This design comes from an exercise in tuning for small area, a short achievable clock period and few clock cycles on the open sky130 flow, not from production work. At most, simulation tests tie the RTL to the original design; equivalence was not proved. The RTL of run 5 was laid out without a check of its function. Power figures rest on the tool's default switching activity, not on a simulated workload.

==> design/flow/design.v <==
module fb_codec (
    input  wire        clk,
    input  wire        rst,           
    input  wire        cmd_valid,
    output wire        cmd_ready,
    input  wire [7:0]  cmd_op,
    input  wire [15:0] cmd_len,
    input  wire [31:0] cmd_arg,
    input  wire [6:0]  req_flags,
    input  wire [63:0] req_addr,
    input  wire [15:0] req_rcount,
    input  wire [15:0] req_cid,
    input  wire [31:0] req_delay,
    input  wire        in_valid,
    output wire        in_ready,
    input  wire [7:0]  in_data,
    output wire        out_valid,
    input  wire        out_ready,
    output wire [7:0]  out_data,
    output wire        res_valid,
    input  wire        res_ready,
    output wire [7:0]  res_code,
    output wire [31:0] res_data
);
    localparam [1:0] M_PACK = 2'd0, M_UNPACK = 2'd1, M_CRC = 2'd2, M_CHECK = 2'd3;
    reg        pv;
    reg        p_zero, p_str, p_hdr, p_pay, p_len1, p_len2, p_f3, p_f4;
    reg [1:0]  p_mode;
    reg [20:0] acc;
    reg [21:0] n;              
    reg        emode;           
    reg        okp, oku;        
    reg        ce;              
    reg [15:0] in_rem;          
    reg        rem0, rem1, rem2;
    reg        ob;              
    reg [1:0]  imode, nmode;    
    reg        first;           
    reg        in_rdy, cmd_rdy;
    reg [7:0]  crc, cb;
    reg        cfin, cfin_chk;
    reg [16:0] oc;              
    reg        hdr;             
    reg [3:0]  hp;              
    reg        hl;              
    reg [7:0]  hbyte;           
    reg        out_v;
    reg [7:0]  out_d;
    reg        res_pend, res_v;
    reg [1:0]  hacc;            
    reg        hout;            
    reg [22:0] rdata;
    reg [2:0]  rcode;
    function [7:0] crcf(input [7:0] c, input [7:0] b);
        integer k;
        reg [7:0] r;
        begin
            r = c;
            for (k = 0; k < 8; k = k + 1)
                r = (r[0] ^ b[k]) ? ((r >> 1) ^ 8'h8C) : (r >> 1);
            crcf = r;
        end
    endfunction
    function [15:0] incr(input [15:0] x);
        integer i, j;
        reg c;
        begin
            for (i = 0; i < 16; i = i + 1) begin
                c = 1'b1;
                for (j = 0; j < i; j = j + 1) c = c & x[j];
                incr[i] = x[i] ^ c;
            end
        end
    endfunction
    function [15:0] decr(input [15:0] x);
        integer i, j;
        reg b;
        begin
            for (i = 0; i < 16; i = i + 1) begin
                b = 1'b1;
                for (j = 0; j < i; j = j + 1) b = b & !x[j];
                decr[i] = x[i] ^ b;
            end
        end
    endfunction
    function [7:0] rawb(input [3:0] j);
        begin
            case (j)
                4'd0:  rawb = req_addr[7:0];
                4'd1:  rawb = req_addr[15:8];
                4'd2:  rawb = req_addr[23:16];
                4'd3:  rawb = req_addr[31:24];
                4'd4:  rawb = req_addr[39:32];
                4'd5:  rawb = req_addr[47:40];
                4'd6:  rawb = req_addr[55:48];
                4'd7:  rawb = req_addr[63:56];
                4'd8:  rawb = req_rcount[7:0];
                4'd9:  rawb = req_rcount[15:8];
                4'd10: rawb = req_cid[7:0];
                4'd11: rawb = req_cid[15:8];
                4'd12: rawb = req_delay[7:0];
                4'd13: rawb = req_delay[15:8];
                4'd14: rawb = req_delay[23:16];
                default: rawb = req_delay[31:24];
            endcase
        end
    endfunction
    function [3:0] hnext(input [3:0] j, input f3);
        begin
            case (j)
                4'd0: hnext = 4'd1;   4'd1: hnext = 4'd2;   4'd2: hnext = 4'd3;
                4'd3: hnext = 4'd4;   4'd4: hnext = 4'd5;   4'd5: hnext = 4'd6;
                4'd6: hnext = 4'd7;   4'd7: hnext = f3 ? 4'd8 : 4'd12;
                4'd8: hnext = 4'd9;   4'd9: hnext = 4'd10;  4'd10: hnext = 4'd11;
                4'd11: hnext = 4'd12; 4'd12: hnext = 4'd13; 4'd13: hnext = 4'd14;
                default: hnext = 4'd15;
            endcase
        end
    endfunction
    function hislast(input [3:0] j, input f3, input f4);
        begin
            hislast = (j == 4'd15) || (j == 4'd11 && !f4) || (j == 4'd7 && !f3 && !f4);
        end
    endfunction
    function [21:0] t_em(input [21:0] q, input u);
        begin
            t_em = u ? (q >> 8) : (q >> 7);
        end
    endfunction
    function [21:0] t_ins(input [21:0] q, input u, input last);
        begin
            t_ins = 22'd0;
            if (!u & !last) t_ins = q << 8;
            if (u & !last)  t_ins = q << 7;
            if (!u & last) begin
                t_ins[14] = |q[6:0];
                t_ins[21] = |q[13:7];
            end
            if (u & last) begin
                t_ins[0]  = q[0];
                t_ins[8]  = |q[8:1];
                t_ins[16] = |q[15:9];
            end
        end
    endfunction
    function [20:0] t_put(input [7:0] b, input [14:0] oh);
        integer j, k;
        begin
            t_put = 21'd0;
            for (j = 0; j < 21; j = j + 1)
                for (k = 0; k < 8; k = k + 1)
                    if (j - k >= 0 && j - k < 15)
                        t_put[j] = t_put[j] | (b[k] & oh[j - k]);
        end
    endfunction
    function [1:0] t_nb(input [21:0] q, input u);
        begin
            t_nb = u ? {q[16], q[8]} : {1'b1, q[21]};
        end
    endfunction
    wire d_pack   = (cmd_op == 8'h01);
    wire d_unpack = (cmd_op == 8'h02);
    wire d_t14    = (cmd_op == 8'h03);
    wire d_f14    = (cmd_op == 8'h04);
    wire d_t21    = (cmd_op == 8'h05);
    wire d_crc    = (cmd_op == 8'h08);
    wire d_check  = (cmd_op == 8'h09);
    wire d_enc    = (cmd_op == 8'h10);
    wire d_nop    = (cmd_op == 8'h00);
    wire d_len0   = (cmd_len == 16'd0);
    wire d_hashdr = req_flags[2] | req_flags[3] | req_flags[4];
    wire d_pay    = req_flags[5] & !d_len0;
    wire d_hdr    = d_enc & d_hashdr;
    wire d_str    = ((d_pack | d_unpack | d_crc | d_check) & !d_len0) | (d_enc & !d_hashdr & d_pay);
    wire d_zero   = !d_hdr & !d_str;
    wire [1:0] d_mode = d_unpack ? M_UNPACK : d_crc ? M_CRC : d_check ? M_CHECK : M_PACK;
    wire d_ill    = !(d_nop | d_pack | d_unpack | d_t14 | d_f14 | d_t21 | d_crc | d_check | d_enc);
    wire [3:0] d_hfirst = req_flags[2] ? 4'd0 : req_flags[3] ? 4'd8 : 4'd12;
    wire [7:0] d_hbyte  = req_flags[2] ? req_addr[7:0] : req_flags[3] ? req_rcount[7:0] : req_delay[7:0];
    wire d_hl     = hislast(d_hfirst, req_flags[3], req_flags[4]);
    wire A      = cmd_valid & cmd_rdy;
    wire T      = in_valid & in_rdy;
    wire E      = (!out_v | out_ready) & ce;
    wire D      = res_v & res_ready;
    wire H      = hdr & ((okp & !hl) | cmd_rdy);
    wire lastb  = ob | rem1;                   
    wire m_acc  = !imode[1];                   
    wire m_u    = (imode == M_UNPACK);
    wire ins_u    = !hdr & m_u;
    wire ins_last = hdr ? !p_pay : lastb;      
    wire Ipos     = H | (in_rdy & m_acc);      
    wire I        = H | (T & m_acc);           
    wire lastpos  = hdr ? (hl & !p_pay) : lastb;
    wire [21:0] n_m  = t_em(n, emode);
    reg  [6:0]  umask;
    integer     uk, un;
    always @* begin
        for (uk = 0; uk < 7; uk = uk + 1) begin
            umask[uk] = 1'b0;
            for (un = 1; un < 16; un = un + 1)
                if ((un % 8) >= 1 && (un % 8) <= 7 - uk) umask[uk] = umask[uk] | n[un];
        end
        if (!lastb) umask = 7'b1111111;
    end
    wire [7:0]  ibyte = hdr ? hbyte : m_u ? {1'b0, in_data[6:0] & umask} : in_data;
    wire [14:0] oh    = E ? n_m[14:0] : n[14:0];
    wire [20:0] acc_e = E ? (emode ? (acc >> 8) : (acc >> 7)) : acc;
    wire [20:0] acc_n = I ? (acc_e | t_put(ibyte, oh)) : acc_e;
    wire [21:0] ni0   = t_ins(n, ins_u, lastpos);
    wire [21:0] ni1   = t_ins(n_m, ins_u, lastpos);
    wire [21:0] n_n   = I ? (E ? ni1 : ni0) : (E ? n_m : n);
    wire        emode_n = I ? ins_u : emode;
    function t_ce(input [21:0] q, input u);
        begin
            t_ce = u ? |q[21:8] : |q[21:7];
        end
    endfunction
    wire        ce_n  = I ? (E ? t_ce(ni1, ins_u) : t_ce(ni0, ins_u))
                          : (E ? t_ce(n_m, emode) : ce);
    wire [1:0]  inc   = ins_u ? ((n[0] | n[8]) ? 2'd0 : 2'd1)
                              : ((n[0] | n[7]) ? 2'd2 : 2'd1);
    wire        oc_c1 = inc[1] | (inc[0] & oc[0]);
    wire [15:0] oc_hi = incr(oc[16:1]);
    wire [16:0] oc_i  = {oc_c1 ? oc_hi : oc[16:1], oc[0] ^ inc[0]};
    wire [1:0]  nb    = E ? t_nb(ni1, ins_u) : t_nb(ni0, ins_u);
    wire [21:0] ub0   = Ipos ? ni0 : n;
    wire [21:0] ub1   = Ipos ? ni1 : n_m;
    wire        emp   = Ipos ? ins_u : emode;      
    wire        z0    = !Ipos & n[0];
    wire        z1    = !Ipos & n_m[0];
    wire        okp0  = (|ub0[13:0]) & (!emp | z0);
    wire        okp1  = (|ub1[13:0]) & (!emp | z1);
    wire        oku0  = (|ub0[14:0]) & (emp | z0);
    wire        oku1  = (|ub1[14:0]) & (emp | z1);
    wire        okp_n = E ? okp1 : okp0;
    wire        oku_n = E ? oku1 : oku0;
    wire [7:0] crc_u = crcf(crc, cb);
    wire fin_ins  = I & ins_last & (!hdr | hl);
    wire fin_zero = A & p_zero;
    wire fin      = fin_ins | fin_zero | cfin;
    wire acc_str = A & (p_str | p_hdr);            
    wire load    = acc_str & (p_str | p_pay);
    wire now     = !ob & (rem0 | T);               
    reg  [15:0] in_rem_n;
    reg         rem0_n, rem1_n, rem2_n, ob_n;
    reg  [1:0]  imode_n, nmode_n;
    always @* begin
        in_rem_n = in_rem; rem0_n = rem0; rem1_n = rem1; rem2_n = rem2; ob_n = ob;
        imode_n = imode; nmode_n = nmode;
        if (load) begin
            in_rem_n = cmd_len; rem0_n = 1'b0; rem1_n = p_len1; rem2_n = p_len2;
            nmode_n  = p_mode;
            if (now) imode_n = p_mode;
            else     ob_n = 1'b1;
        end else if (T) begin
            if (ob) begin
                ob_n = 1'b0; imode_n = nmode;
            end else begin
                in_rem_n = decr(in_rem);
                rem0_n   = rem1;
                rem1_n   = rem2;
                rem2_n   = (in_rem == 16'd3);
            end
        end
    end
    wire cfinpos = in_rdy & imode[1] & lastb;
    wire finpos  = (Ipos & lastpos) | cfin;
    wire slot_n  = (!res_pend | D) & !finpos & !cfinpos;
    wire x_has  = ob | !rem0 & !(rem1 & T);
    wire x_ob   = ob & !T;                       
    wire [1:0] x_mode = (ob & T) ? nmode : imode;
    wire x_last = x_ob | (ob & T ? rem1 : (T ? rem2 : rem1));
    wire x_acc  = x_mode[1] | (x_mode[0] ? oku_n : okp_n);
    wire in_x   = x_has & x_acc & (!x_last | slot_n);
    wire y_ob   = !now;
    wire [1:0] y_mode = y_ob ? imode : p_mode;
    wire y_last = y_ob | p_len1;
    wire y_acc  = y_mode[1] | (y_mode[0] ? oku_n : okp_n);
    wire in_y   = y_acc & (!y_last | slot_n);
    wire in_rdy_n = load ? in_y : (!A & in_x);
    wire pv_n    = cmd_valid & !A;
    wire free_n  = !ob & (rem0 | (rem1 & T));
    wire hdr_n   = pv_n & d_hdr & free_n;
    wire hl_n    = H ? hislast(hnext(hp, p_f3), p_f3, p_f4) : hdr ? hl : d_hl;
    wire z_zero  = !ob & rem0 & !cfin & (!res_pend | D);
    wire z_str   = !ob & (rem0 | rem1 | (rem2 & T));
    wire z_hdr   = free_n & hl_n & okp_n & (d_pay | slot_n);
    wire cmd_rdy_n = pv_n & (d_zero ? z_zero : d_str ? z_str : z_hdr);
    wire res_pend_n = fin | (res_pend & !D);
    wire res_v_n    = fin_zero | cfin | (res_v & !D) |
                      (!res_v & res_pend & (hacc == 2'd0) & (E | !hout | out_ready));
    reg [22:0] rdata_n;
    reg [2:0]  rcode_n;
    always @* begin
        if (cfin) begin
            if (cfin_chk) begin
                rdata_n = {6'd0, crc == cb, crc, cb};
                rcode_n = (crc == cb) ? 3'b000 : 3'b100;
            end else begin
                rdata_n = {15'd0, crc_u};
                rcode_n = 3'b000;
            end
        end else if (cmd_rdy & p_zero) begin
            rdata_n = {d_t21 ? cmd_arg[20:14] : 7'd0, 1'b0,
                       d_t21 ? cmd_arg[13:8] : 6'd0, (d_t14 | d_t21) & cmd_arg[7],
                       d_f14 & cmd_arg[8], (d_t14 | d_f14 | d_t21) ? cmd_arg[6:0] : 7'd0};
            rcode_n = d_ill ? 3'b001 : (d_check & d_len0) ? 3'b011 : 3'b000;
        end else begin
            rdata_n = {6'd0, oc_i};
            rcode_n = 3'b000;
        end
    end
    wire [1:0] hacc_n = fin_ins ? nb : (E & (hacc != 2'd0)) ? {hacc[1] & hacc[0], !hacc[0]} : hacc;
    wire       hout_n = fin_ins ? (E | (out_v & !out_ready)) :
                        E ? (hacc != 2'd0) : (hout & !out_ready);
    always @(posedge clk) begin
        if (E) out_d <= emode ? acc[7:0] : {1'b0, acc[6:0]};
        if (!res_pend) begin
            rdata <= rdata_n;
            rcode <= rcode_n;
        end
        hp       <= H ? hnext(hp, p_f3) : hdr ? hp : d_hfirst;
        hbyte    <= H ? rawb(hnext(hp, p_f3)) : hdr ? hbyte : d_hbyte;
        hl       <= hl_n;
        in_rem   <= in_rem_n;
        nmode    <= nmode_n;
        if (T & imode[1]) begin
            crc <= first ? 8'd0 : crc_u;
            cb  <= in_data;
        end
        cfin_chk <= imode[0];
        p_zero <= d_zero;  p_str <= d_str;  p_hdr <= d_hdr;  p_pay <= d_pay;
        p_len1 <= (cmd_len == 16'd1);  p_len2 <= (cmd_len == 16'd2);
        p_f3   <= req_flags[3];  p_f4 <= req_flags[4];  p_mode <= d_mode;
        if (rst) begin
            pv       <= 1'b0;
            hdr      <= 1'b0;
            acc      <= 21'd0;
            n        <= 22'd1;
            emode    <= 1'b0;
            ce       <= 1'b0;
            okp      <= 1'b1;
            oku      <= 1'b1;
            rem0     <= 1'b1;
            rem1     <= 1'b0;
            rem2     <= 1'b0;
            ob       <= 1'b0;
            imode    <= M_PACK;
            first    <= 1'b1;
            in_rdy   <= 1'b0;
            cmd_rdy  <= 1'b0;
            cfin     <= 1'b0;
            oc       <= 17'd0;
            out_v    <= 1'b0;
            res_pend <= 1'b0;
            res_v    <= 1'b0;
            hacc     <= 2'd0;
            hout     <= 1'b0;
        end else begin
            pv       <= pv_n;
            hdr      <= hdr_n;
            acc      <= acc_n;
            n        <= n_n;
            emode    <= emode_n;
            ce       <= ce_n;
            okp      <= okp_n;
            oku      <= oku_n;
            rem0     <= rem0_n;
            rem1     <= rem1_n;
            rem2     <= rem2_n;
            ob       <= ob_n;
            imode    <= imode_n;
            first    <= T ? lastb : first;
            in_rdy   <= in_rdy_n;
            cmd_rdy  <= cmd_rdy_n;
            cfin     <= T & imode[1] & lastb;
            oc       <= fin_ins ? 17'd0 : I ? oc_i : oc;
            out_v    <= E | (out_v & !out_ready);
            res_pend <= res_pend_n;
            res_v    <= res_v_n;
            hacc     <= hacc_n;
            hout     <= hout_n;
        end
    end
    assign cmd_ready = cmd_rdy;
    assign in_ready  = in_rdy;
    assign out_valid = out_v;
    assign out_data  = out_d;
    assign res_valid = res_v;
    assign res_code  = {5'd0, rcode};
    assign res_data  = {9'd0, rdata};
endmodule
==> design/flow/flow/run.sh <==
#!/bin/bash
# Own layout flow: the standard ORFS flow (standard.sh), with two changes:
#  - ports are buffered with sky130_fd_sc_hd__buf_1 instead of the default
#    delay-cell buffer (every port still gets its own buffer);
#  - yosys does not extract half/full adder cells, so ABC maps that logic too.
# Everything else (synthesis script, floorplan, power grid, taps, CTS,
# routing) is the standard flow. Each step's full log stays in orfs/logs/.
set -euo pipefail
export BUFFER_PORTS_ARGS="-buffer_cell sky130_fd_sc_hd__buf_1"
export ADDER_MAP_FILE=
bash standard.sh > flow_make.log 2>&1
==> design/flow/standard.sh <==
#!/bin/bash
# synth_recipe.tcl (not shown) runs the flow's synth.tcl, then flattens the netlist and writes it again
# the make line also repeats each setting of config.mk as NAME=value (left out here)
make -C /OpenROAD-flow-scripts/flow DESIGN_CONFIG=/design/flow/config.mk WORK_HOME=/design/flow/orfs CLKGATE_MAP_FILE= SYNTH_SCRIPT=/design/flow/synth_recipe.tcl "${@:-finish}"
==> design/flow/config.mk <==
export PLATFORM = sky130hd
export DESIGN_NAME = fb_codec
export DESIGN_NICKNAME = fb_codec
export VERILOG_FILES = /design/flow/design.v
export SDC_FILE = /design/flow/constraint.sdc
export NUM_CORES = 4
export LEC_CHECK = 0
export ABC_AREA = 1
export ABC_CLOCK_PERIOD_IN_PS = 2500
export CAP_MARGIN = 20
export CORE_MARGIN = 2
export CORE_UTILIZATION = 40
export CTS_BUF_LIST = sky130_fd_sc_hd__clkbuf_4 sky130_fd_sc_hd__clkbuf_8
export PLACE_DENSITY = 0.6
export SETUP_SLACK_MARGIN = 2.5
export SLEW_MARGIN = 20
==> design/flow/constraint.sdc <==
create_clock -name core_clock -period 5.0 [get_ports {clk}]
set_input_delay 1.0000 -clock core_clock [delete_from_list [all_inputs] [get_ports {clk}]]
set_output_delay 1.0000 -clock core_clock [all_outputs]
set_load 0.01 [all_outputs]
==> out/metrics.cfg, run 1 <==
[power]
ir_worst_vdd_mv=0.145
leakage_uw=0.00521
p_sw_uw=741
swShare=0.272
cellInternalPower_uw=1980
pwr-share-clk=0.360
sequentialPowerShare=0.550
power_per_cell_area_nw_per_um2=205
combPwrFrac=0.090

[synthesis]
syn_inst=1582
ys_types=57
postSynthAreaPerCell_sq_um=7.01
synthAdderAreaFrac=0
post_synth_xor_area_fraction=0.0237
synth_top_family_by_area=simple AND/OR/NAND/NOR gates
ys_warn_count=1
post-synth-top-area-cell=edfxtp_1
dominantRegCellSynth=dfxtp_1
ys_seq_area_frac=0.383
synth_compound_area_frac=0.223
ys_top_cells_by_area=edfxtp_1 (22%), dfxtp_1 (17%), nand2_1 (12%), nor2_1 (6.7%), inv_1 (6.1%)
post_synth_mux_area_share=0
synth_edf_count=80
synthSimpleGateAreaFrac=0.275
syn_area_sq_um=11100
postSynth.asyncResetShare=0
netlist.area_leader.share=0.217
yosys_register_bits=172

[critical_path]
criticalPathCategory=flop to flop
crit_chain=nand3_1 -> nand3_4 -> clkinv_4 -> a21oi_2 -> nand2_1 -> nor2_1 -> nand2_1 -> nand2_1 -> nand2_1 -> nand2_1 -> nand2_1 -> nand2_1 -> nand3_1 -> nand2_1 -> a21oi_1
crit_required_ns=5.34
timing.critical_path.arrival_ns=2.78
worst-path-stages=15
reg2reg_depth=15
critPathTopFamily=simple AND/OR/NAND/NOR gates
timing.critical_path.to_type=flop
cp_max_fo=10
path_buf_inv=1
max_stage_delay_ns=0.41
critical_path.startpoint_type=flop
critical-path-slowest-cell=dfxtp_4
worst_path_most_repeated_cell=nand2_1

[placed_design]
port_buffers=228
placedInstanceArea_sq_um=12200
dpl.hpwl_mm=28.3
place.detailed.instances=2135
globalplace.congestion=0.950

[grt]
first_global_vias=11200
grt_overflow=0
grt_util_all_layers=0.258
number_of_antenna_violations_at_the_first_check_in_global_routing=0
first_pass_grt_wire_length_mm=59.0
grt_start_max_net_pins=47

[cells_and_area]
diodes=0
finalInstanceArea_sq_um=13300
final_nets=2034
final_core_utilization=0.491
layout.cells.non_filler=2214
fillCellCount=2783
post_route_cells_drive_above_1_share=0.103
areaGrowthSynthToFinish_pct=20.1

[sta]
worst_pin_slew_ns=1.04
final.setup.tns_ns=0
slew_headroom=0.306
layout_min_cycle_time_ns=2.44
fin_worst_skew_ns=0.0296
fin_crit_sh=0.488
max_freq_ghz=0.410
grt_setup_unrepaired=yes
slew_violations=0
setup_violations=0
finalHoldViolations=0

[routing]
route.detailed.vias_per_inst=5.43
routed_wire_length_per_instance_microns=17.3
routed_antenna_nets=0
drt_iter0_drcs=1161
routed_wl_mm=38.3
drc_errors=0
drt_first_pass_iters=6
route.vias.total=12000

[floorplan]
chipHeight_microns=170
placementRows=60
fp.dieW_microns=170
start_util=0.409
core_sq_um=27100
io-pin-count=257
die_area_sq_um=29100

[clock_tree]
worst_skew_pair.late_latency_ns=0.48
cts.hold.buffers_added=0
cts_tree=done
cts_max_path_buffers=2
cts-root-buf=clkbuf_8
cts_inserted_buffers=17
cts.reportedPaths.clkPinSlew_ns=0.11
htree_levels=4
cts_num_sinks=172

[worst_hold_path]
worst_hold_path_type=flop to flop
hold-path-cell-count=0

[status]
outcome=no timing/DRC/antenna violations

[run]
max-cap-violations=0

-- power by group through the flow --
stage                     Clock, uW  Sequential [uW]  Combinational, uW
after floorplan                   0             1540                119
after global placement            0             1530                235
after detailed placement          0             1530                234
after CTS                       998             1500                237
after global routing           1050             1500                271
final                           980             1500                246
-- timing repair --
item	4_1_cts	5_1_grt
buffers inserted	9	34
pin swaps	2	14
setup endpoints to repair	75	79
gates cloned	2	2
gates resized for setup	51	75
-- layout by cell type (no fill, tap or decap), types with 6 or more instances in the layout --
cell type and instances:
nand3_1 69, inv_1 166, nand4_1 25, dfxtp_1 87
nor2_2 7, o211ai_1 22, a21oi_1 99, conb_1 14
inv_2 14, edfxtp_1 80, nor2_4 10, xor2_1 15
buf_4 45, xnor2_1 14, o221ai_1 11, o21ai_0 106
a211oi_1 8, nand2_1 359, o2111ai_1 10, nor2_1 190
a22oi_1 12, nand2_2 9, clkinvlp_4 6, a22o_1 13
clkbuf_8 17, a31oi_1 18, buf_1 227, o21ai_1 16
nor4_1 6, a21oi_2 6, o21ai_2 14, a221oi_1 20
nor3_1 14, o22ai_1 23
-- worst paths after layout --
| kind | startpoint | end | slack (ns) |
|---|---|---|---|
| setup reg to reg | hdr | in_rdy | 2.56 |
| hold / removal | acc[2] | out_d[2] | 0.43 |
| setup / recovery | hdr | in_rdy | 2.56 |
| hold reg to reg | acc[2] | out_d[2] | 0.43 |
-- cell usage after synthesis (4+ instances only) --
library cell / count
o21ai_0: 133
edfxtp_1: 80
buf_4: 15
dfxtp_1: 92
o221ai_1: 11
nor3_1: 14
a32oi_1: 4
a21oi_1: 104
xnor2_1: 15
nand2_2: 7
nand3_1: 71
a22oi_1: 12
clkbuf_1: 38
nand2_1: 365
o2111ai_1: 10
a31oi_1: 18
a211oi_1: 9
nor2_1: 198
nand4_1: 25
buf_2: 11
xor2_1: 15
o22ai_1: 23
clkinv_1: 5
inv_2: 6
nor2_4: 6
a221oi_1: 20
nor4_1: 8
o21ai_1: 5
a22o_1: 13
o211ai_1: 22
inv_1: 179
-- worst reg2reg max path, delay by kind of cell (launching register included) --
| family | cells | cell delay, ns |
|---|---|---|
| AND/OR/NAND/NOR | 12 | 1.52 |
| flip-flops | 1 | 0.41 |
| AO/OA/AOI/OAI | 2 | 0.23 |
| buffers and inverters | 1 | 0.16 |
-- routing by layer --
metal / global-route usage / vias up / share of wire
met4: 0.0647 / 0 / 0.019
met1: 0.338 / 5550 / 0.43
met3: 0.0344 / 54 / 0.070
met5: 0 / - / 0
met2: 0.448 / 549 / 0.48
li1: - / 5877 / -
-- cells by family after synthesis --
logic type / after synthesis
AOI/OAI and AO/OA: 404
xor gates and xnor gates: 30
buffers and inverters: 259
DFF: 172
other: 1
and+or+nand+nor: 716
-- stage by stage --
stage / hold slack (ns) / worst slack (ns) / total power (uW)
global route: 0.441 / 2.36 / 2830
global placement: 0.413 / 1.46 / 1770
finish: 0.429 / 2.56 / 2720
CTS: 0.437 / 2.40 / 2730
detailed placement: 0.418 / 1.46 / 1770
floorplan: 0.401 / 2.51 / 1660
-- registers in the layout, indices dropped and copies added (netlist names), 2 cells and up --
name	cells
cb	8
hp	4
in_rem	16
nmode	2
hbyte	8
crc	8
acc	21
out_d	8
hacc	2
rcode	3
rdata	23
oc	17
p_mode	2
n	22
imode	2
-- cell type report --
class	instances	area, sq um	share of cell area
flip-flops and latches	172	4260	0.320
repair inverters	2	12.5	0.000940
clock inverters	14	138	0.0103
well taps	372	465	0.0350
inverters	190	739	0.0556
repair buffers	281	1350	0.101
multi-input cells	1165	6100	0.459
clock buffers	18	241	0.0181
Testbench counts, summed over its fixed seeds: cycles 30,555.
==> run 2, diff against run 1 <==
--- a/design/flow/config.mk
+++ b/design/flow/config.mk
@@ -6,7 +6,6 @@
 export NUM_CORES = 4
 export LEC_CHECK = 0
 export ABC_AREA = 1
-export ABC_CLOCK_PERIOD_IN_PS = 2500
 export CAP_MARGIN = 20
 export CORE_MARGIN = 2
 export CORE_UTILIZATION = 40
==> out/metrics.cfg, run 2 <==
[grt]
first_global_vias=11200
grt_util_all_layers=0.258
grt_use_met3=0.0344
grt_overflow=0
first_pass_grt_wire_length_mm=59.0
most_used_routing_layer=met2
grt_start_max_net_pins=47
met1_capacity_usage_during_global_routing=0.338
groute.layer.met2.usage=0.448
number_of_antenna_violations_at_the_first_check_in_global_routing=0

[critical_path]
timing.critical_path.to_type=flop
max_stage_delay_ns=0.41
crit_chain=nand3_1 -> nand3_4 -> clkinv_4 -> a21oi_2 -> nand2_1 -> nor2_1 -> nand2_1 -> nand2_1 -> nand2_1 -> nand2_1 -> nand2_1 -> nand2_1 -> nand3_1 -> nand2_1 -> a21oi_1
criticalPathCategory=flop to flop
crit_required_ns=5.34
cp_max_fo=10
critical-path-slowest-cell=dfxtp_4
timing.critical_path.arrival_ns=2.78
worst_path_most_repeated_cell=nand2_1
critical_path.startpoint_type=flop

[synthesis]
post-synth-top-area-cell=edfxtp_1
yosys_register_bits=172
most_frequent_cell_after_synthesis=nand2_1
netlist.area_leader.share=0.217
synth_edf_count=80
syn_inst=1582
ys_warn_count=1
syn_area_sq_um=11100
ys_top_cells_by_area=edfxtp_1 (22%), dfxtp_1 (17%), nand2_1 (12%), nor2_1 (6.7%), inv_1 (6.1%)
ys_types=57
postSynthAreaPerCell_sq_um=7.01
dominantRegCellSynth=dfxtp_1
synth_common_cells=nand2_1 (365), nor2_1 (198), inv_1 (179), o21ai_0 (133), a21oi_1 (104)
ys_seq_area_frac=0.383
postSynth.asyncResetShare=0

[cells_and_area]
top_reg_by_flops=rdata
final_nets=2034
layout.cells.most_common=nand2_1
most-common-layout-cells=nand2_1 (359), buf_1 (227), nor2_1 (190)
max_reg_flops=23
layout_top_registers=rdata x23, n x22, acc x21
fillCellCount=2783
areaGrowthSynthToFinish_pct=20.1
diodes=0
post_route_cells_drive_above_1_share=0.103

[power]
ir_worst_vdd_mv=0.145
cellInternalPower_uw=1980
totalPowerFinal_uw=2720
power_per_cell_area_nw_per_um2=205
leakage_uw=0.00521
pwr-share-clk=0.360
combPwrFrac=0.090
p_sw_uw=741
swShare=0.272
sequentialPowerShare=0.550

[sta]
finalHoldViolations=0
layout_min_cycle_time_ns=2.44
grt_setup_unrepaired=yes
max_freq_ghz=0.410
slew_violations=0
final.setup.tns_ns=0
setup_violations=0
fin_crit_sh=0.488
worst_pin_slew_ns=1.04
fin_ws_ns=2.56
slew_headroom=0.306
fin_worst_skew_ns=0.0296

[placed_design]
preCtsSetupSlack_ns=1.46
port_buffers=228
dpl.hpwl_mm=28.3
globalplace.congestion=0.950

[floorplan]
start_util=0.409
placementRows=60
die_area_sq_um=29100
fp.dieW_microns=170
core_sq_um=27100
chipHeight_microns=170
io-pin-count=257

[worst_hold_path]
worst_hold_path_type=flop to flop

[routing]
routed_antenna_nets=0
drt_first_pass_iters=6
routed_wl_mm=38.3
drc_errors=0
route.detailed.vias_per_inst=5.43
drt_iter0_drcs=1161
routed_wire_length_per_instance_microns=17.3
route.vias.total=12000

[clock_tree]
cts_num_sinks=172
cts_tree=done
cts.reportedPaths.clkPinSlew_ns=0.11
htree_levels=4
cts-root-buf=clkbuf_8
cts_max_path_buffers=2
cts_inserted_buffers=17
worst_skew_pair.late_latency_ns=0.48

[status]
outcome=no timing/DRC/antenna violations

[run]
max-cap-violations=0

[run 2: cell counts after synthesis]
Identical to the previous run, type by type.
[run 2: final cells by class]
cell class	instances	area, sq um	share of cell area
Clock buffer	18	241	0.0181
Clock inverter	14	138	0.0103
Inverter	190	739	0.0556
Multi-Input combinational cell	1165	6100	0.459
Sequential cell	172	4260	0.320
Tap cell	372	465	0.0350
Timing Repair Buffer	281	1350	0.101
Timing Repair inverter	2	12.5	0.000940
[run 2: kinds of logic after synthesis]
family,count (synthesis),synth area share
other,1,0.000338
buffers and inverters,259,0.0954
and+or+nand+nor,716,0.275
AOI/OAI and AO/OA,404,0.223
xor gates and xnor gates,30,0.0237
DFF,172,0.383
[run 2: power groups by stage]
stage	Clock, uW	Sequential [uW]	Combinational (uW)
CTS	998	1500	237
floorplan	0	1540	119
global placement	0	1530	235
detailed placement	0	1530	234
global route	1050	1500	271
finish	980	1500	246
[run 2: stage by stage]
stage               utilization  cell area [sq um]  hold slack (ns)  std cells
detailed placement        0.449              12200            0.418       2135
global placement          0.449              12200            0.413       2135
floorplan                     -              11100            0.401       1595
CTS                       0.471              12800            0.437       2178
global route              0.491              13300            0.441       2214
finish                    0.491              13300            0.429       2214
[run 2: path summary, 6_finish.rpt]
check / startpoint / to / slack (ns) / depth (start not counted)
worst min register to register: acc[2] / out_d[2] / 0.43 / 0
worst min-delay path: acc[2] / out_d[2] / 0.43 / 0
worst max register to register: hdr / in_rdy / 2.56 / 15
worst max-delay path: hdr / in_rdy / 2.56 / 15
[run 2: layer usage]
metal | part of all wire | wire length (microns)
met5 | 0 | 0
met1 | 0.43 | 16600
met2 | 0.48 | 18200
met3 | 0.070 | 2700
met4 | 0.019 | 746
[run 2: worst max-delay path: cells and delay by family, from the launching register on]
family | cells | cell delay [ns]
AO/OA/AOI/OAI | 2 | 0.22
buffers and inverters | 1 | 0.16
flip-flops | 1 | 0.41
AND/OR/NAND/NOR | 12 | 1.51
[run 2: timing repair]
item | in CTS | in global routing
endpoints found under the setup margin | 75 | 79
buffers inserted | 9 | 34
pin swaps | 2 | 14
hold buffers | 0 | 0
cloned | 2 | 2
gates resized for setup | 51 | 75
==> run 3, diff against run 2 <==
--- a/design/flow/config.mk
+++ b/design/flow/config.mk
@@ -10,6 +10,6 @@
 export CORE_MARGIN = 2
 export CORE_UTILIZATION = 40
 export CTS_BUF_LIST = sky130_fd_sc_hd__clkbuf_4 sky130_fd_sc_hd__clkbuf_8
-export PLACE_DENSITY = 0.6
+export PLACE_DENSITY = 0.5
 export SETUP_SLACK_MARGIN = 2.5
 export SLEW_MARGIN = 20
==> out/metrics.cfg, run 3 <==
[run]
max-cap-violations=0

[routing]
drt_iter0_drcs=1107
routed_wire_length_per_instance_microns=18.0
route.detailed.vias_per_inst=5.40
drt_first_pass_iters=5
route.vias.total=12000
routed_wl_mm=40.0
drc_errors=0
routed_antenna_nets=0

[cells_and_area]
layout.cells.most_common=nand2_1
post_route_cells_drive_above_1_share=0.111
layout_top_registers=rdata x23, n x22, acc x21
finalInstanceArea_sq_um=13400
final_core_utilization=0.495
top_reg_by_flops=rdata
diodes=0
most-common-layout-cells=nand2_1 (361), buf_1 (227), nor2_1 (188)
areaGrowthSynthToFinish_pct=21.1
final_nets=2038
fillCellCount=2852
max_reg_flops=23

[critical_path]
timing.critical_path.to_type=flop
criticalPathCategory=flop to flop
critical_path.startpoint_type=flop
timing.critical_path.arrival_ns=2.78
cp_max_fo=8
worst_path_most_repeated_cell=nand2_1
critical-path-slowest-cell=dfxtp_4
max_stage_delay_ns=0.43
crit_required_ns=5.32
crit_chain=clkinvlp_4 -> buf_4 -> buf_4 -> nand3_1 -> inv_1 -> nand2_1 -> nand3_1 -> nor2_1 -> nand4_1 -> nand2_1 -> nand2_1 -> nand2_1 -> nand2_1 -> nand2_1 -> nand3_1 -> nand2_1 -> a21oi_1

[sta]
finalHoldViolations=0
slew_headroom=0.394
layout_min_cycle_time_ns=2.46
setup_violations=0
slew_violations=0
grt_setup_unrepaired=yes
fin_ws_ns=2.54
final.setup.tns_ns=0
max_freq_ghz=0.407
worst_pin_slew_ns=0.906
fin_worst_skew_ns=0.0225
fin_crit_sh=0.492

[synthesis]
dominantRegCellSynth=dfxtp_1
synth_common_cells=nand2_1 (365), nor2_1 (198), inv_1 (179), o21ai_0 (133), a21oi_1 (104)
post-synth-top-area-cell=edfxtp_1
syn_inst=1582
syn_area_sq_um=11100
ys_seq_area_frac=0.383
ys_top_cells_by_area=edfxtp_1 (22%), dfxtp_1 (17%), nand2_1 (12%), nor2_1 (6.7%), inv_1 (6.1%)
most_frequent_cell_after_synthesis=nand2_1
postSynthAreaPerCell_sq_um=7.01
yosys_register_bits=172
postSynth.asyncResetShare=0
netlist.area_leader.share=0.217
synth_edf_count=80
ys_warn_count=1
ys_types=57

[power]
totalPowerFinal_uw=2780
ir_worst_vdd_mv=0.118
power_per_cell_area_nw_per_um2=207
leakage_uw=0.00524

[grt]
first_global_vias=11100
groute.layer.met2.usage=0.433
grt_start_max_net_pins=47
number_of_antenna_violations_at_the_first_check_in_global_routing=1
grt_use_met3=0.0442
first_pass_grt_wire_length_mm=60.6
grt_util_all_layers=0.268
most_used_routing_layer=met2
met1_capacity_usage_during_global_routing=0.367
grt_overflow=0

[placed_design]
port_buffers=228
placedInstanceArea_sq_um=12200
globalplace.congestion=0.919
dpl.hpwl_mm=29.7
preCtsSetupSlack_ns=1.64

[clock_tree]
cts.hold.buffers_added=0
cts_tree=done
cts.reportedPaths.clkPinSlew_ns=0.10
cts-root-buf=clkbuf_8
cts_inserted_buffers=17
htree_levels=4
cts_num_sinks=172
worst_skew_pair.late_latency_ns=0.48
cts_max_path_buffers=2

[status]
outcome=no timing/DRC/antenna violations

[worst_hold_path]
worst_hold_path_type=flop to flop

[floorplan]
start_util=0.409
fp.dieW_microns=170
core_sq_um=27100
die_area_sq_um=29100
chipHeight_microns=170
placementRows=60
io-pin-count=257

==> run 3: changes by cell type in the layout (fill, tap and decap cells not counted), sizes merged <==
cell and delta:
bufinv +1, buf +3, clkinvlp +3, inv -3, nand3 -1, clkbuf +1
==> run 3: where the power goes <==
part | switching (uW) | internal (uW) | leakage (uW)
Combinational | 166 | 87.1 | 0.00349
Sequential | 10.7 | 1490 | 0.00154
Clock | 569 | 461 | 0.000205
Total | 746 | 2040 | 0.00524
==> run 3: worst paths after layout <==
kind / from / to / slack, ns / depth (start not counted)
max: hdr / in_rdy / 2.54 / 17
max reg2reg: hdr / in_rdy / 2.54 / 17
min reg2reg: acc[3] / out_d[3] / 0.44 / 0
min: acc[3] / out_d[3] / 0.44 / 0
==> run 3: final cells by class <==
| class | count | area [sq um] | area share |
|---|---|---|---|
| Timing Repair Buffer | 285 | 1360 | 0.101 |
| Timing Repair inverter | 3 | 17.5 | 0.00130 |
| Tap cell | 372 | 465 | 0.0347 |
| Sequential cell | 172 | 4260 | 0.317 |
| Clock buffer | 18 | 241 | 0.0180 |
| Multi-Input combinational cell | 1164 | 6180 | 0.460 |
| Clock inverter | 14 | 161 | 0.0120 |
| Inverter | 190 | 751 | 0.0559 |
==> run 3: cells by family after synthesis <==
| group | count (synthesis) | synth area share |
|---|---|---|
| other | 1 | 0.000338 |
| AO/OA/AOI/OAI | 404 | 0.223 |
| AND/OR/NAND/NOR | 716 | 0.275 |
| flip-flops | 172 | 0.383 |
| buffers and inverters | 259 | 0.0954 |
| XOR/XNOR | 30 | 0.0237 |
==> run 3: what timing repair did <==
item,in CTS,in global routing
endpoints found under the setup margin,108,94
gates cloned,1,4
buffers inserted,9,37
endpoints found under the hold margin,0,0
pin swaps,2,13
resized for setup,46,100
==> run 3: routing by layer <==
metal  routed length, microns  part of all wire
met5                       11           0.00028
met4                      984             0.025
met3                     2580             0.064
met2                    18500              0.46
met1                    17900              0.45
==> run 3: metrics by stage <==
step	hold slack (ns)	std cells
global placement	0.413	2135
detailed placement	0.417	2135
global route	0.447	2218
finish	0.442	2218
floorplan	0.401	1595
CTS	0.446	2177
==> run 3: critical path: cells and delay by family (launching register included) <==
family / cells / cell delay (ns)
AND/OR/NAND/NOR: 12 / 1.17
AO/OA/AOI/OAI: 1 / 0.05
flip-flops: 1 / 0.43
buffers and inverters: 4 / 0.65
==> run 4, diff against run 3 <==
--- a/design/flow/config.mk
+++ b/design/flow/config.mk
@@ -8,8 +8,10 @@
 export ABC_AREA = 1
 export CAP_MARGIN = 20
 export CORE_MARGIN = 2
-export CORE_UTILIZATION = 40
+export CORE_UTILIZATION = 45
 export CTS_BUF_LIST = sky130_fd_sc_hd__clkbuf_4 sky130_fd_sc_hd__clkbuf_8
-export PLACE_DENSITY = 0.5
+export CTS_CLUSTER_DIAMETER = 60
+export CTS_CLUSTER_SIZE = 30
+export PLACE_DENSITY = 0.65
 export SETUP_SLACK_MARGIN = 2.5
 export SLEW_MARGIN = 20
==> out/metrics.cfg, run 4 <==
[status]
outcome=no timing/DRC/antenna violations

[synthesis]
netlist.area_leader.share=0.217
synth_common_cells=nand2_1 (365), nor2_1 (198), inv_1 (179), o21ai_0 (133), a21oi_1 (104)
ys_seq_area_frac=0.383
postSynthAreaPerCell_sq_um=7.01
postSynth.asyncResetShare=0
ys_types=57
syn_inst=1582
dominantRegCellSynth=dfxtp_1
post-synth-top-area-cell=edfxtp_1
yosys_register_bits=172
ys_warn_count=1
ys_top_cells_by_area=edfxtp_1 (22%), dfxtp_1 (17%), nand2_1 (12%), nor2_1 (6.7%), inv_1 (6.1%)
most_frequent_cell_after_synthesis=nand2_1
synth_edf_count=80
syn_area_sq_um=11100

[clock_tree]
cts_tree=done
cts.reportedPaths.clkPinSlew_ns=0.09
cts_inserted_buffers=17
cts_max_path_buffers=2
worst_skew_pair.late_latency_ns=0.47
cts-root-buf=clkbuf_8
cts_num_sinks=172
htree_levels=4

[critical_path]
criticalPathCategory=flop to flop
worstReg2RegStart=emode
crit_required_ns=5.36
timing.critical_path.arrival_ns=2.85
path_buf_inv=1
reg2reg_depth=12
timing.critical_path.to_type=flop
worst-path-stages=12
max_stage_delay_ns=0.48
worst_path_most_repeated_cell=nand3_1
reg2reg_to=ce
r2r_setup_slack_ns=2.50
crit_chain=buf_8 -> nand2_1 -> o21ai_1 -> nand4_1 -> nor2_2 -> nand3_1 -> o21ai_0 -> nand3_1 -> nor4_1 -> nand3_1 -> nand3_1 -> nand2_1
critPathTopFamily=simple AND/OR/NAND/NOR gates
cp_max_fo=30
critical-path-slowest-cell=dfxtp_4
critical_path.startpoint_type=flop

[grt]
first_global_vias=11100
grt_overflow=0
grt_start_max_net_pins=47
number_of_antenna_violations_at_the_first_check_in_global_routing=1
first_pass_grt_wire_length_mm=57.1
grt_util_all_layers=0.277

[routing]
drt_iter0_drcs=1355
routed_wire_length_per_instance_microns=17.2
routed_antenna_nets=0
drc_errors=0
drt_first_pass_iters=6
route.vias.total=12200
routed_wl_mm=37.2
route.detailed.vias_per_inst=5.64

[cells_and_area]
most-common-layout-cells=nand2_1 (362), buf_1 (227), nor2_1 (189)
areaGrowthSynthToFinish_pct=18.7
final_nets=2024
finalInstanceArea_sq_um=13200
max_reg_flops=23
top_reg_by_flops=rdata
post_route_cells_drive_above_1_share=0.0928
layout_top_registers=rdata x23, n x22, acc x21
layout.cells.most_common=nand2_1

[sta]
worst_pin_slew_ns=0.998
grt_setup_unrepaired=yes
fin_worst_skew_ns=0.0148
fin_crit_sh=0.499
slew_violations=0
finalHoldViolations=0
setup_violations=0
layout_min_cycle_time_ns=2.50
final.setup.tns_ns=0
slew_headroom=0.334
max_freq_ghz=0.401

[worst_hold_path]
hold-path-cell-count=0
critical_hold_path_startpoint=imode[0]
worst_hold_path_type=flop to flop
hold-path-endpoint=cfin_chk

[floorplan]
core_sq_um=24200
fp.dieW_microns=161
placementRows=57
die_area_sq_um=25900
chipHeight_microns=161
io-pin-count=257
start_util=0.457

[run]
max-cap-violations=0

[power]
cellInternalPower_uw=2040
ir_worst_vdd_mv=0.165
combPwrFrac=0.089
p_sw_uw=757
sequentialPowerShare=0.535
swShare=0.270
leakage_uw=0.00517
pwr-share-clk=0.376
power_per_cell_area_nw_per_um2=213

[placed_design]
port_buffers=228
dpl.hpwl_mm=28.3
placedInstanceArea_sq_um=12100
globalplace.congestion=0.963

run 4: cell type report:
| type | instances | area (sq um) |
|---|---|---|
| fill | 2462 | 11100 |
| multi-input combinational | 1164 | 6080 |
| sequential | 172 | 4260 |
| timing repair buffer | 273 | 1240 |
| inverter | 190 | 731 |
| tap | 324 | 405 |
| clock buffer | 17 | 234 |
| clock inverter | 15 | 199 |
| timing repair inverter | 1 | 5.00 |
| antenna | 1 | 2.50 |
run 4: how the worst max path moves through the flow:
stage	from	to	slack, ns
finish	emode	ce	2.50
global placement	out_ready	acc[18]	1.58
detailed placement	out_ready	acc[18]	1.59
global route	imode[1]	rdata[16]	2.36
CTS	hdr	rdata[15]	2.39
floorplan	cmd_op[5]	cmd_rdy	2.51
run 4: what timing repair did:
action                     in CTS  in global routing
pin swaps                       0                  7
resized for setup              40                 65
cloned                          1                  1
setup endpoints to repair      76                 76
hold buffers                    0                  0
setup buffers                   8                 26
run 4: logic make-up (layout without fill, tap and decap cells):
group / count (synthesis) / after routing / share of synthesized area
AO/OA/AOI/OAI: 404 / 404 / 0.223
XOR/XNOR: 30 / 30 / 0.0237
other: 1 / 15 / 0.000338
buffers and inverters: 259 / 496 / 0.0954
AND/OR/NAND/NOR: 716 / 716 / 0.275
flip-flops: 172 / 172 / 0.383
run 4: power by group through the flow:
stage / Combinational, uW / Sequential [uW] / Clock [uW]
floorplan: 119 / 1540 / 0
global placement: 238 / 1530 / 0
CTS: 241 / 1500 / 1080
detailed placement: 238 / 1530 / 0
global route: 272 / 1500 / 1130
finish: 249 / 1500 / 1050
run 4: layer usage:
layer	wire length (microns)	global-route usage	vias to the layer above
li1	-	-	5852
met1	14900	0.345	5523
met2	17700	0.476	673
met3	2830	0.0364	108
met4	1760	0.129	0
met5	0	0	-
run 4: stage by stage:
| stage | cells | util | worst slack [ns] | hold slack (ns) | total power [uW] |
|---|---|---|---|---|---|
| after floorplan | 1595 | - | 2.51 | 0.401 | 1660 |
| after global placement | 2088 | 0.500 | 1.58 | 0.411 | 1770 |
| after detailed placement | 2088 | 0.500 | 1.59 | 0.412 | 1770 |
| after CTS | 2129 | 0.525 | 2.39 | 0.437 | 2820 |
| after global routing | 2157 | 0.543 | 2.36 | 0.451 | 2910 |
| final | 2157 | 0.543 | 2.50 | 0.434 | 2800 |
==> run 5, diff against run 4 <==
--- a/design/flow/design.v
+++ b/design/flow/design.v
@@ -203,9 +203,10 @@
         if (!lastb) umask = 7'b1111111;
     end
     wire [7:0]  ibyte = hdr ? hbyte : m_u ? {1'b0, in_data[6:0] & umask} : in_data;
-    wire [14:0] oh    = E ? n_m[14:0] : n[14:0];
-    wire [20:0] acc_e = E ? (emode ? (acc >> 8) : (acc >> 7)) : acc;
-    wire [20:0] acc_n = I ? (acc_e | t_put(ibyte, oh)) : acc_e;
+    wire [20:0] acc_s = emode ? (acc >> 8) : (acc >> 7);
+    wire [20:0] acc_0 = I ? (acc | t_put(ibyte, n[14:0])) : acc;
+    wire [20:0] acc_1 = I ? (acc_s | t_put(ibyte, n_m[14:0])) : acc_s;
+    wire [20:0] acc_n = E ? acc_1 : acc_0;
     wire [21:0] ni0   = t_ins(n, ins_u, lastpos);
     wire [21:0] ni1   = t_ins(n_m, ins_u, lastpos);
     wire [21:0] n_n   = I ? (E ? ni1 : ni0) : (E ? n_m : n);
--- a/design/flow/config.mk
+++ b/design/flow/config.mk
@@ -8,10 +8,8 @@
 export ABC_AREA = 1
 export CAP_MARGIN = 20
 export CORE_MARGIN = 2
-export CORE_UTILIZATION = 45
+export CORE_UTILIZATION = 40
 export CTS_BUF_LIST = sky130_fd_sc_hd__clkbuf_4 sky130_fd_sc_hd__clkbuf_8
-export CTS_CLUSTER_DIAMETER = 60
-export CTS_CLUSTER_SIZE = 30
-export PLACE_DENSITY = 0.65
+export PLACE_DENSITY = 0.6
 export SETUP_SLACK_MARGIN = 2.5
 export SLEW_MARGIN = 20
==> out/metrics.cfg, run 5 <==
[critical_path]
timing.critical_path.to_type=flop
reg2reg_depth=10
critical_path.startpoint_type=flop
crit_required_ns=5.38
max_stage_delay_ns=0.50
timing.critical_path.arrival_ns=2.79
timing.critical_path.from=emode
worstReg2RegStart=emode
path_buf_inv=0
critPathTopFamily=simple AND/OR/NAND/NOR gates
crit_chain=o21a_1 -> nand3_1 -> nor3_1 -> nand3_1 -> o21ai_1 -> nand2_1 -> nor3_1 -> nand4_1 -> a21oi_1 -> a21oi_1
worst-path-stages=10
r2r_setup_slack_ns=2.59
critical-path-slowest-cell=dfxtp_4
criticalPathCategory=flop to flop
cp_max_fo=14

[synthesis]
yosys_register_bits=172
ys_types=65
dominantRegCellSynth=dfxtp_1
ys_top_cells_by_area=edfxtp_1 (20%), dfxtp_1 (15%), nand2_1 (15%), nor2_1 (6.1%), inv_1 (5.9%)
syn_area_sq_um=12100
syn_inst=1798
postSynth.asyncResetShare=0
postSynthAreaPerCell_sq_um=6.73
synth_common_cells=nand2_1 (485), nor2_1 (197), inv_1 (189), a21oi_1 (124), o21ai_0 (121)
ys_seq_area_frac=0.351
synth_edf_count=80
netlist.area_leader.share=0.199
ys_warn_count=1
most_frequent_cell_after_synthesis=nand2_1
post-synth-top-area-cell=edfxtp_1

[floorplan]
start_util=0.407
chipHeight_microns=178
die_area_sq_um=31600
placementRows=63
core_sq_um=29700
io-pin-count=257
fp.dieW_microns=178

[grt]
grt_overflow=0
first_pass_grt_wire_length_mm=69.7
grt_start_max_net_pins=54
grt_util_all_layers=0.283
number_of_antenna_violations_at_the_first_check_in_global_routing=0
first_global_vias=12800

[sta]
final.setup.tns_ns=0
slew_headroom=0.434
grt_setup_unrepaired=yes
layout_min_cycle_time_ns=2.41
max_freq_ghz=0.416
worst_pin_slew_ns=0.849
fin_crit_sh=0.481
slew_violations=0
setup_violations=0
finalHoldViolations=0
fin_worst_skew_ns=0.0262

[clock_tree]
worst_skew_pair.late_latency_ns=0.51
cts_max_path_buffers=2
cts_inserted_buffers=17
cts_tree=done
cts-root-buf=clkbuf_8
cts.hold.buffers_added=0
htree_levels=4
cts.reportedPaths.clkPinSlew_ns=0.11
cts_num_sinks=172

[cells_and_area]
layout.cells.most_common=nand2_1
max_reg_flops=23
post_route_cells_drive_above_1_share=0.0931
layout.cells.non_filler=2419
finalInstanceArea_sq_um=14100
most-common-layout-cells=nand2_1 (474), buf_1 (228), nor2_1 (190)
layout_top_registers=rdata x23, n x22, acc x21
areaGrowthSynthToFinish_pct=16.9
top_reg_by_flops=rdata
final_nets=2221
diodes=0

[routing]
routed_wire_length_per_instance_microns=18.8
route.detailed.vias_per_inst=5.67
drt_first_pass_iters=6
route.vias.total=13700
drt_iter0_drcs=1315
drc_errors=0
routed_antenna_nets=0
routed_wl_mm=45.5

[power]
ir_worst_vdd_mv=0.158
leakage_uw=0.00584
power_per_cell_area_nw_per_um2=204

[worst_hold_path]
critical_hold_path_startpoint=imode[0]
hold-path-cell-count=0
worst_hold_path_type=flop to flop

[placed_design]
globalplace.congestion=0.970
port_buffers=228
place.detailed.instances=2356
dpl.hpwl_mm=33.0
placedInstanceArea_sq_um=13100

[run]
max-cap-violations=0

[status]
outcome=no timing/DRC/antenna violations

==> run 5: cell count changes after synthesis, sizes merged, moves of 7 or more <==
| cell | change |
|---|---|
| nand2 | +119 |
| inv | +22 |
| a21oi | +20 |
| buf | +20 |
| nand4 | +18 |
| nor3 | +10 |
| o21ai | +7 |
==> run 5: cell type report <==
class	count	area, sq um
Clock buffer	20	269
Clock inverter	12	148
Fill cell	3104	15600
Inverter	213	846
Multi-Input combinational cell	1341	6860
Sequential cell	172	4270
Tap cell	390	488
Timing Repair Buffer	271	1260
==> run 5: where the power goes <==
group	internal, uW	leakage (uW)	switching, uW	total (uW)
combinational	94.7	0.00406	195	290
clock	492	0.000213	601	1090
sequential	1490	0.00157	14.5	1500
==> run 5: kinds of logic (layout without fill, tap and decap cells) <==
| group | Yosys count | after routing | share of synthesized area |
|---|---|---|---|
| buffers and inverters | 299 | 516 | 0.104 |
| and+or+nand+nor | 865 | 866 | 0.304 |
| DFF | 172 | 172 | 0.351 |
| xor gates and xnor gates | 35 | 35 | 0.0275 |
| AOI/OAI and AO/OA | 426 | 426 | 0.214 |
| other | 1 | 14 | 0.000310 |
==> run 5: through the flow <==
| step | util | hold WS (ns) | power, uW | setup slack, ns |
|---|---|---|---|---|
| finish | 0.476 | 0.425 | 2890 | 2.59 |
| global route | 0.476 | 0.430 | 2970 | 2.41 |
| CTS | 0.460 | 0.443 | 2880 | 2.37 |
| detailed placement | 0.442 | 0.417 | 1800 | 1.56 |
| global placement | 0.442 | 0.410 | 1800 | 1.59 |
| floorplan | - | 0.401 | 1680 | 2.57 |
==> run 5: final timing paths <==
kind | end
max | ce
min reg2reg | cfin_chk
max reg2reg | ce
min | cfin_chk
==> run 5: metal layers <==
layer / vias up / GRT usage / part of all wire
li1: 6506 / - / -
met1: 6395 / 0.372 / 0.42
met2: 708 / 0.459 / 0.46
met3: 114 / 0.0568 / 0.086
met4: 0 / 0.103 / 0.034
met5: - / 0 / 0
==> run 5: repair_timing <==
| action | CTS | global route |
|---|---|---|
| gates resized for setup | 29 | 70 |
| buffers inserted | 7 | 21 |
| pin swaps | 1 | 6 |
| setup endpoints to repair | 56 | 59 |
| gates cloned | 0 | 2 |
==> run 6, diff against run 5 <==
--- a/design/flow/design.v
+++ b/design/flow/design.v
@@ -203,10 +203,9 @@
         if (!lastb) umask = 7'b1111111;
     end
     wire [7:0]  ibyte = hdr ? hbyte : m_u ? {1'b0, in_data[6:0] & umask} : in_data;
-    wire [20:0] acc_s = emode ? (acc >> 8) : (acc >> 7);
-    wire [20:0] acc_0 = I ? (acc | t_put(ibyte, n[14:0])) : acc;
-    wire [20:0] acc_1 = I ? (acc_s | t_put(ibyte, n_m[14:0])) : acc_s;
-    wire [20:0] acc_n = E ? acc_1 : acc_0;
+    wire [14:0] oh    = E ? n_m[14:0] : n[14:0];
+    wire [20:0] acc_e = E ? (emode ? (acc >> 8) : (acc >> 7)) : acc;
+    wire [20:0] acc_n = I ? (acc_e | t_put(ibyte, oh)) : acc_e;
     wire [21:0] ni0   = t_ins(n, ins_u, lastpos);
     wire [21:0] ni1   = t_ins(n_m, ins_u, lastpos);
     wire [21:0] n_n   = I ? (E ? ni1 : ni0) : (E ? n_m : n);
==> design/flow/run.sh (new file) <==
#!/bin/bash
# synth_recipe.tcl (not shown) runs the flow's synth.tcl, then flattens the netlist and writes it again
# the make line also repeats each setting of config.mk as NAME=value (left out here)
make -C /OpenROAD-flow-scripts/flow DESIGN_CONFIG=/design/flow/config.mk WORK_HOME=/design/flow/orfs CLKGATE_MAP_FILE= SYNTH_SCRIPT=/design/flow/synth_recipe.tcl finish
removed: design/flow/flow/run.sh
removed: design/flow/standard.sh
==> out/metrics.cfg, run 6 <==
[cells_and_area]
layout_top_registers=rdata x23, n x22, acc x21
final_core_utilization=0.552
most-common-layout-cells=nand2_1 (366), clkdlybuf4s50_1 (220), inv_1 (155)
post_route_cells_drive_above_1_share=0.144
diodes=0
layout.cells.most_common=nand2_1
finalInstanceArea_sq_um=15700
areaGrowthSynthToFinish_pct=36.8
top_reg_by_flops=rdata
layout.cells.non_filler=2249
max_reg_flops=23
final_nets=2087
fillCellCount=2810

[routing]
routed_wl_mm=42.2
routed_antenna_nets=0
route.detailed.vias_per_inst=5.48
route.vias.total=12300
drc_errors=0
drt_iter0_drcs=1271
drt_first_pass_iters=5
routed_wire_length_per_instance_microns=18.8

[critical_path]
timing.critical_path.to_type=flop
reg2reg_depth=19
critical_path.startpoint_type=flop
r2r_setup_slack_ns=1.68
crit_required_ns=5.25
critical-path-slowest-cell=dfxtp_2
criticalPathCategory=flop to flop
worst_path_most_repeated_cell=ha_4
worstReg2RegStart=oc[1]
reg2reg_to=rdata[16]
cp_max_fo=2
crit_chain=ha_4 -> ha_4 -> ha_4 -> ha_4 -> ha_4 -> ha_4 -> ha_4 -> ha_4 -> ha_4 -> ha_4 -> ha_4 -> ha_4 -> ha_4 -> ha_4 -> nand2_4 -> xnor2_4 -> o21ai_1 -> a21oi_1 -> a31o_2
max_stage_delay_ns=0.35
timing.critical_path.from=oc[1]
critical_path.endpoint=rdata[16]
timing.critical_path.arrival_ns=3.57

[grt]
groute.layer.met2.usage=0.455
first_pass_grt_wire_length_mm=65.1
grt_use_met3=0.0458
first_global_vias=11700
number_of_antenna_violations_at_the_first_check_in_global_routing=0
met1_capacity_usage_during_global_routing=0.362
grt_util_all_layers=0.275
grt_start_max_net_pins=62
most_used_routing_layer=met2
grt_overflow=0

[power]
cellInternalPower_uw=2110
leakage_uw=0.00642
power_per_cell_area_nw_per_um2=186
sequentialPowerShare=0.513
swShare=0.277
p_sw_uw=810
pwr-share-clk=0.357
combPwrFrac=0.130
ir_worst_vdd_mv=0.133

[placed_design]
dpl.hpwl_mm=31.4
placedInstanceArea_sq_um=14300
globalplace.congestion=0.974
place.detailed.instances=2157
port_buffers=228

[synthesis]
ys_top_cells_by_area=edfxtp_1 (21%), dfxtp_1 (16%), nand2_1 (12%), inv_1 (5.5%), o21ai_0 (5.3%)
post-synth-top-area-cell=edfxtp_1
netlist.area_leader.share=0.209
synth_common_cells=nand2_1 (374), inv_1 (170), nor2_1 (158), o21ai_0 (121), a21oi_1 (98)
ys_warn_count=1
syn_inst=1599
most_frequent_cell_after_synthesis=nand2_1
ys_seq_area_frac=0.369
postSynth.asyncResetShare=0
ys_types=60
dominantRegCellSynth=dfxtp_1
synth_edf_count=80
postSynthAreaPerCell_sq_um=7.20
syn_area_sq_um=11500
yosys_register_bits=172

[clock_tree]
cts_num_sinks=172
worst_skew_pair.late_latency_ns=0.50
cts_inserted_buffers=17
cts_tree=done
htree_levels=4
cts_max_path_buffers=2
cts.reportedPaths.clkPinSlew_ns=0.10
cts-root-buf=clkbuf_8

[sta]
slew_headroom=0.357
worst_pin_slew_ns=0.961
max_freq_ghz=0.301
setup_violations=0
fin_worst_hold_slack_ns=0.439
slew_violations=0
fin_crit_sh=0.665
final.setup.tns_ns=0
grt_setup_unrepaired=yes
layout_min_cycle_time_ns=3.32
fin_worst_skew_ns=0.0218
finalHoldViolations=0

[floorplan]
core_sq_um=28500
start_util=0.403
die_area_sq_um=30100
fp.dieW_microns=174
placementRows=62
io-pin-count=257
chipHeight_microns=174

[run]
max-cap-violations=0

[status]
outcome=no timing/DRC/antenna violations

[worst_hold_path]
worst_hold_path_type=flop to flop

[run 6: cell types whose count changed after synthesis, moves of 9 or more]
cell,change
nand2_1,-111
nor2_1,-39
ha_1,+30
a21oi_1,-26
inv_1,-19
buf_2,-14
mux2i_1,+14
nand4_1,-14
nand3_1,+11
o2111ai_1,-10
o221ai_1,+9
[run 6: power by group through the flow]
stage,clock (uW),combinational [uW],sequential (uW)
floorplan,0,124,1540
global placement,0,362,1530
detailed placement,0,361,1530
CTS,1070,371,1500
global route,1120,406,1500
finish,1040,380,1500
[run 6: logic make-up after synthesis]
| family | synth area share |
|---|---|
| buffers and inverters | 0.0996 |
| AND/OR/NAND/NOR | 0.258 |
| XOR/XNOR | 0.0183 |
| flip-flops | 0.369 |
| multiplexers | 0.0122 |
| adder cells (fa/ha/maj) | 0.0326 |
| AO/OA/AOI/OAI | 0.210 |
| other | 0.000326 |
[run 6: worst max-delay path: cells and delay by family, from the launching register on]
family / cells / cell delay [ns]
AND/OR/NAND/NOR: 1 / 0.08
flip-flops: 1 / 0.35
adder cells (fa/ha/maj): 14 / 2.13
AO/OA/AOI/OAI: 3 / 0.41
XOR/XNOR: 1 / 0.08
[run 6: how the worst min path moves through the flow]
stage / to / depth (start not counted) / from
CTS: out_d[6] / 0 / acc[6]
floorplan: nmode[0] / 0 / p_mode[0]
finish: out_d[4] / 0 / acc[4]
global placement: out_d[6] / 0 / acc[6]
detailed placement: out_d[6] / 0 / acc[6]
global route: out_d[4] / 0 / acc[4]
[run 6: timing repair]
item,CTS,global route
resized for setup,75,84
buffers inserted,25,30
cloned,4,1
hold buffers,0,0
setup endpoints to repair,125,99
pin swaps,14,12
[run 6: cell type report]
type / count / area, sq um / area share
well taps: 384 / 480 / 0.0305
clock buffers: 17 / 234 / 0.0149
repair inverters: 3 / 23.8 / 0.00151
flip-flops and latches: 172 / 4260 / 0.271
clock inverters: 15 / 174 / 0.0110
inverters: 188 / 767 / 0.0487
multi-input cells: 1174 / 6890 / 0.438
repair buffers: 296 / 2910 / 0.185
[run 6: layer usage]
layer | wire length (microns) | up-vias
li1 | - | 5994
met1 | 18100 | 5759
met2 | 19700 | 506
met3 | 2910 | 66
met4 | 1450 | 0
met5 | 0 | -
[run 6: per-stage QoR]
| step | setup WS [ns] | power, uW |
|---|---|---|
| 2_1_floorplan | 1.82 | 1660 |
| 3_3_place_gp | 1.22 | 1900 |
| 3_5_place_dp | 1.22 | 1890 |
| 4_1_cts | 1.68 | 2940 |
| 5_1_grt | 1.60 | 3030 |
| 6_report | 1.68 | 2920 |
Testbench counts of run 6, summed over its fixed seeds: cycles 30,555.

## separate check: timing with driven ports
In the flow no input, the clock included, has a driving cell. The finished layouts below were timed again as built, in two steps. Step 1: set_driving_cell puts a clkbuf_16 on clk and a buf_2 on each other input, an assumption about the parent block. Step 2 moves the port delays by t, midway between the first and last clock arrival at a register: inputs arrive t later, outputs are due t later. That takes back most of the time a late clock gives input paths. Slacks: no drivers / after step 1 / after step 2; pairs: no drivers / after step 1.
run | t, ns | setup WS [ns] | worst slew at a driven data input, ns | cell pins on the clock port's net
run 1 | 0.502 | 2.559 / 2.559 / 2.076 | 0.07 | 1
run 2 | 0.502 | 2.559 / 2.559 / 2.076 | 0.07 | 1
run 3 | 0.510 | 2.542 / 2.542 / 2.054 | 0.06 | 1
run 4 | 0.501 | 2.505 / 2.505 / 2.089 | 0.09 | 1
run 5 | 0.540 | 2.593 / 2.593 / 2.099 | 0.07 | 1
run 6 | 0.539 | 1.676 / 1.676 / 1.676 | 0.08 | 1
After both steps setup and hold are still met in every run listed. The setup slack of run 5, which loses most, moves by 0.000 ns with the drivers and by -0.494 ns with both steps.
